From an optimization exercise on the open Yosys and OpenROAD flow, aimed at small area; shortcuts taken in it are not production practice. RTL that was checked went through simulation tests only; none was proved equivalent to the original. Power figures rest on the tool's default switching activity, not on a simulated workload.

==> flow/design.v (excerpt) <==
module solar16_core (
    input  wire        clk,
    input  wire        rst,           
    input  wire [16:0] prog_len,      
    output wire        imem_req,
    output wire [15:0] imem_addr,
    input  wire        imem_ack,
    input  wire [31:0] imem_rdata,
    output wire        dmem_req,
    output wire        dmem_we,
    output wire [15:0] dmem_addr,
    output wire [7:0]  dmem_wdata,
    input  wire        dmem_ack,
    input  wire [7:0]  dmem_rdata,
    output wire        in_req,
    input  wire        in_ack,
    input  wire        in_eof,
    input  wire [20:0] in_char,
    output wire        out_valid,
    output wire [7:0]  out_data,
    output wire [1:0]  run_state,     
    output wire [2:0]  fault_cause,
    output wire [16:0] fault_pc,
    output wire [7:0]  fault_opcode,
    output wire [7:0]  fault_operand,
    output wire [16:0] pc_out,
    output wire        z_out,
    input  wire [3:0]  dbg_sel,
    output wire [15:0] dbg_reg
);
Size: ~1500 cells after synthesis, about 320 flip-flops, about 210 I/O pins.
export LEC_CHECK = 0
export CAP_MARGIN = 20
export CORE_MARGIN = 2
export CORE_UTILIZATION = 40
export PLACE_DENSITY = 0.6
export SLEW_MARGIN = 20
create_clock -name core_clock -period 10.0 [get_ports {clk}]
standard.sh (not shown) runs the stock make flow with config.mk's settings and CLKGATE_MAP_FILE= SYNTH_SCRIPT=/design/flow/synth_recipe.tcl, a recipe that flattens the netlist after the stock synthesis.
==> flow/flow/run.sh <==
#!/bin/bash
# Standard layout, with the port buffers made of the smallest buffer cell.
set -euo pipefail
bash standard.sh 'BUFFER_PORTS_ARGS=-buffer_cell sky130_fd_sc_hd__buf_1' finish > flow_make.log 2>&1
Change:
--- a/flow/design.v
+++ b/flow/design.v
@@ -52,13 +52,13 @@
     localparam O_ADD = 4'd0, O_SUB = 4'd1, O_MUL = 4'd2, O_MOV = 4'd3,
                O_LD  = 4'd4, O_ST  = 4'd5, O_CLR = 4'd6, O_CMP = 4'd7,
                O_AND = 4'd8, O_NOT = 4'd9, O_OR  = 4'd10, O_XOR = 4'd11,
                O_SHL = 4'd12, O_SHR = 4'd13;
     reg [4:0]   state;
     reg [3:0]   opc;
-    reg [3:0]   rdr;
+    reg [3:0]   kr;          
     reg [3:0]   cnt;
     reg [16:0]  pc;
     reg         zf;
     reg [31:0]  ir;
     reg [255:0] ring;
     wire [15:0] A  = ir[15:0];
@@ -98,24 +98,22 @@
             8'h43:        dec_opc = O_XOR;
             8'h44:        dec_opc = O_SHL;
             default:      dec_opc = O_SHR;
         endcase
     end
     wire jump = (op == 8'h20) || (op == 8'h21 && zf) || (op == 8'h22 && !zf);
-    wire hit_rd = (cnt == rdr);
+    wire hit_rd = (kr == 4'd15);             
     wire hit_rs = (cnt == B[3:0]);
-    wire [3:0] jd = cnt - rdr;               
-    wire [3:0] km = jd - 4'd1;               
     wire st_rd   = (state == S_RD);
     wire st_mul  = (state == S_MUL);
     wire st_sh   = (state == S_SH);
     wire st_exec = (state == S_EXEC);
     wire is_shr  = (opc == O_SHR);
     wire [3:0] sh_lim = is_shr ? ~A[3:0] : A[3:0];
-    wire sh_on = (jd != 4'd0) && (jd <= sh_lim);
-    wire [3:0] kin = st_mul ? km : (st_sh && is_shr && hit_rd) ? ~A[3:0] : 4'hF;
+    wire sh_on = (kr < sh_lim);
+    wire [3:0] kin = st_mul ? kr : (st_sh && is_shr && hit_rd) ? ~A[3:0] : 4'hF;
     wire [15:0] mask;
     genvar gi;
     generate
         for (gi = 0; gi < 16; gi = gi + 1) begin : g_mask
             assign mask[gi] = (gi <= kin);
         end
@@ -187,21 +185,29 @@
     assign fault_pc    = faulted ? pc : 17'd0;
     assign fault_opcode  = (state == S_F1 || state == S_F4) ? A[7:0] : 8'd0;
     assign fault_operand = (state == S_F4) ? ((A[15:12] != 4'd0) ? A[15:8] : B[7:0]) : 8'd0;
     assign pc_out  = pc;
     assign z_out   = zf;
     wire [3:0] dpos = dbg_sel - cnt;
-    assign dbg_reg = ring[16 * dpos +: 16];
+    reg [15:0] dbg_or;
+    integer di;
+    always @(*) begin
+        dbg_or = 16'd0;
+        for (di = 0; di < 16; di = di + 1)
+            dbg_or = dbg_or | (ring[16 * di +: 16] & {16{dpos == di}});
+    end
+    assign dbg_reg = dbg_or;
     always @(posedge clk) begin
         if (rst) begin
             state <= S_CLEAR;
             cnt   <= 4'd0;
             pc    <= 17'd0;
             zf    <= 1'b0;
         end else begin
             cnt <= cnt + 4'd1;
+            kr  <= st_exec ? cnt - A[11:8] : kr + 4'd1;
             if (hit_rd && ((st_rd && opc != O_MOV && opc != O_LD) || st_mul || st_sh))
                 zf <= bus_zero;
             case (state)
                 S_CLEAR: if (cnt == 4'd15) state <= S_FETCH;
                 S_FETCH: begin
                     if (pc[1:0] != 2'b00)  state <= S_F2;
@@ -210,13 +216,12 @@
                 end
                 S_FWAIT: if (imem_ack) begin
                     ir    <= imem_rdata;
                     state <= S_EXEC;
                 end
                 S_EXEC: begin
-                    rdr <= A[11:8];
                     opc <= dec_opc;
                     if (ok && op != 8'h23)
                         pc <= {use_sum & asum[16], bus};
                     if (!legal)                state <= S_F1;
                     else if (bad1 || bad2)     state <= S_F4;
                     else case (op)
What happened: The new run produced a clean layout. First-iteration DRC count rose by well over a third. Via count rose by a few percent. Setup slack improved by 100 ps. Total power falls by a few percent. Die area drops by a few percent. Routed wire length rose by a little under a tenth. Global-route usage climbs by 2.9 points. Non-clock buffer count climbs by 16. Combinational power came out lower by a little under a tenth. Register-to-register slack gets better by 100 ps. Synthesized cell count climbs slightly. Design area shrinks by a few percent. Clock power goes down by a few percent.
For the second run of this note, only the layout was checked, not whether the RTL still works.

==> port drivers added, routing unchanged <==
The flow's constraints put no driver on any port. The routed layouts listed below were extracted and timed again, unchanged, in two steps. Step 1: set_driving_cell puts a clkbuf_16 on clk and a buf_2 on each other input, an assumption about the parent block. Step 2 adds t to the input delays and takes it off the output delays; t is the mean of the earliest and latest rising clock arrival at the registers after step 1. Input paths then give back, and output paths get back, about the clock's delay inside the block. Slacks: ideal / step 1 / step 2; pairs: ideal / step 1.
| run | t, ns | setup slack, ns | hold WS [ns] | clock arrival spread, ns | slew at the worst register clock pin (ns) |
|---|---|---|---|---|---|
| the first run | 0.582 | 0.342 / 0.342 / 0.342 | 0.330 / 0.330 / 0.330 | 0.020 / 0.020 | 0.06 / 0.06 |
| the second run | 0.634 | 0.445 / 0.445 / 0.445 | 0.329 / 0.329 / 0.329 | 0.034 / 0.034 | 0.07 / 0.07 |
After both steps every run listed still meets setup and hold.
